Source: an optimization exercise on an open RTL-to-GDS flow (aim: small area, a short achievable clock period and few clock cycles per item). Production flows keep margins and buffers that such runs may drop.
In this exercise RTL edits were held to simulation tests only and were not proved equivalent to the original.
No activity file was given, so power comes from the tool's default toggle rates.

## ntsc_csc
module ntsc_csc (
    input  wire        clk,
    input  wire        rst,
    input  wire        in_valid,
    output wire        in_ready,
    input  wire [1:0]  in_op,
    input  wire [31:0] in_data,
    output wire        out_valid,
    input  wire        out_ready,
    output wire [31:0] out_data,
    output wire        out_err
);
    localparam OP_DECODE = 2'd0;
    localparam OP_ENCODE = 2'd1;
    localparam OP_PACK   = 2'd2;
    localparam OP_UNPACK = 2'd3;
    reg         ov;
    reg  [23:0] od;
    reg         oe;
    wire        adv = !ov | out_ready;
    reg         v0;
    reg  [1:0]  op0;
    reg  [23:0] d0;
    reg         e0;
    reg         v1;
    reg  [1:0]  op1;
    reg  [23:0] d1;
    reg         e1;
    reg  [2:0]  step1;
    reg  [5:0]  idx1;
    reg         first1, last1;
    reg         sel1;        
    wire        done1 = !v1 | last1;
    wire        take0 = adv & done1;
    assign in_ready = adv & (!v0 | done1);
    always @(posedge clk) begin
        if (rst) begin
            v0 <= 1'b0;
        end else if (in_ready) begin
            v0 <= in_valid;
        end
    end
    always @(posedge clk) begin
        if (in_ready) begin
            op0 <= in_op;
            d0  <= in_data[23:0];
            e0  <= |in_data[31:6];
        end
    end
    wire [23:0] ccol  = sel1 ? d0 : d1;
    wire [2:0]  cstep = sel1 ? 3'd0 : step1;
    wire [6:0]  cand;
    ntsc_cand u_cand (.col(ccol), .step(cstep), .o(cand));
    always @(posedge clk) begin
        if (rst) begin
            v1 <= 1'b0;
        end else if (take0) begin
            v1 <= v0;
        end
    end
    always @(posedge clk) begin
        if (rst) begin
            sel1 <= 1'b1;
        end else if (adv) begin
            sel1 <= done1 ? (!v0 | (op0 != OP_ENCODE) | cand[6]) : cand[6];
        end
    end
    always @(posedge clk) begin
        if (adv) begin
            if (done1) begin
                op1    <= op0;
                d1     <= d0;
                e1     <= e0;
                step1  <= 3'd1;
                first1 <= 1'b1;
                idx1   <= (op0 == OP_ENCODE) ? cand[5:0] : d0[5:0];
                last1  <= (op0 == OP_ENCODE) ? cand[6] : 1'b1;
            end else begin
                step1  <= step1 + 3'd1;
                first1 <= 1'b0;
                idx1   <= cand[5:0];
  ...
Size in the first run: roughly 73 I/O pins.
Settings: LEC_CHECK=0, CAP_MARGIN=20, CORE_MARGIN=2, CORE_UTILIZATION=40, SLEW_MARGIN=20; clock period 10.5 ns.
standard.sh (not shown) runs the stock make flow with config.mk's settings and CLKGATE_MAP_FILE= SYNTH_SCRIPT=/design/flow/synth_recipe.tcl, a recipe that flattens the netlist after the stock synthesis.
==> flow/flow/run.sh <==
#!/bin/bash
set -euo pipefail
bash standard.sh SETUP_SLACK_MARGIN=5.8 finish > standard_flow.log 2>&1
The first run produced a clean layout.
Testbench counts at the start, summed over its fixed seeds: cycles 2,981, items 2,048.
Change:
==> flow/flow/run.sh (replaced) <==
#!/bin/bash
set -euo pipefail
bash standard.sh SETUP_SLACK_MARGIN=5.6 finish > standard_flow.log 2>&1
- total power decreases by a few percent
- setup slack is worse by 0.12 ns
- critical path depth fell by 10
- hold slack is about the same
Change:
Settings changed: CORE_UTILIZATION 40 to 50.
=> The changed run went through all stages and came out clean. Area after synthesis is unchanged. Setup slack improved by 0.026 ns. Final area went down by 0.57%. Die area went down by 20%. Utilization went up by 11 points. Total power went up by 1.7%. Hold slack hardly moves. Sequential share of layout area went up by 0.12 points.
Change:
==> flow/run.sh (new file) <==
#!/bin/bash
# synth_recipe.tcl (not shown) runs the flow's synth.tcl, then flattens the netlist and writes it again
# the make line also repeats each setting of config.mk as NAME=value (left out here)
make -C /OpenROAD-flow-scripts/flow DESIGN_CONFIG=/design/flow/config.mk WORK_HOME=/design/flow/orfs CLKGATE_MAP_FILE= SYNTH_SCRIPT=/design/flow/synth_recipe.tcl finish
Settings changed: CORE_UTILIZATION 50 to 40, SETUP_SLACK_MARGIN set to 5.
removed: flow/flow/run.sh
removed: flow/standard.sh
Effect:
- register-to-register slack got worse by 0.44 ns
- synthesized cell count does not change
- power went down by 4.9%
- die area is higher by 25%
- non-clock buffer count drops by 55
- cell area goes down by 2.7%
- final cell count grows by 2.8%
Change:
Settings changed: ABC_CLOCK_PERIOD_IN_PS set to 5000.
What happened: The changed run ran to the end with no violations. Design area stays the same. Routed wire length does not change. Global-route usage stays the same. Sequential power hardly moves. Sequential cell count does not change. Count of clock-buffer cells in the layout does not change.

-- static timing again, ports no longer ideal --
The results above use ideal ports. As a check the final layouts listed here were re-extracted and re-timed, cells and wires unchanged. Step 1 (the two cells are an assumption about what drives the block):
set clk [get_ports {clk}]
set_driving_cell -lib_cell sky130_fd_sc_hd__clkbuf_16 $clk
set_driving_cell -lib_cell sky130_fd_sc_hd__buf_2 [delete_from_list [all_inputs] $clk]
Step 2 also shifts input and output timing later by t, the mid clock arrival at the registers, as if the neighbouring blocks saw the same clock. Slacks: ideal / step 1 / step 2; pairs: ideal / step 1.
| run | shift t [ns] | setup slack, ns | worst hold slack (ns) | clock arrival spread, ns | worst register clock-pin slew, ns |
|---|---|---|---|---|---|
| the first run | 0.542 | 5.661 / 5.661 / 5.661 | 0.428 / 0.428 / 0.428 | 0.017 / 0.017 | 0.09 / 0.09 |
| the second run | 0.542 | 5.537 / 5.537 / 5.537 | 0.430 / 0.430 / 0.430 | 0.021 / 0.021 | 0.09 / 0.09 |
| the third run | 0.542 | 5.563 / 5.563 / 5.563 | 0.430 / 0.430 / 0.430 | 0.019 / 0.019 | 0.09 / 0.09 |
| the fourth run | 0.536 | 5.065 / 5.042 / 5.042 | 0.415 / 0.415 / 0.415 | 0.033 / 0.034 | 0.09 / 0.09 |
| the fifth run | 0.536 | 5.065 / 5.042 / 5.042 | 0.415 / 0.415 / 0.415 | 0.033 / 0.034 | 0.09 / 0.09 |
After both steps setup and hold are still met in every run listed.
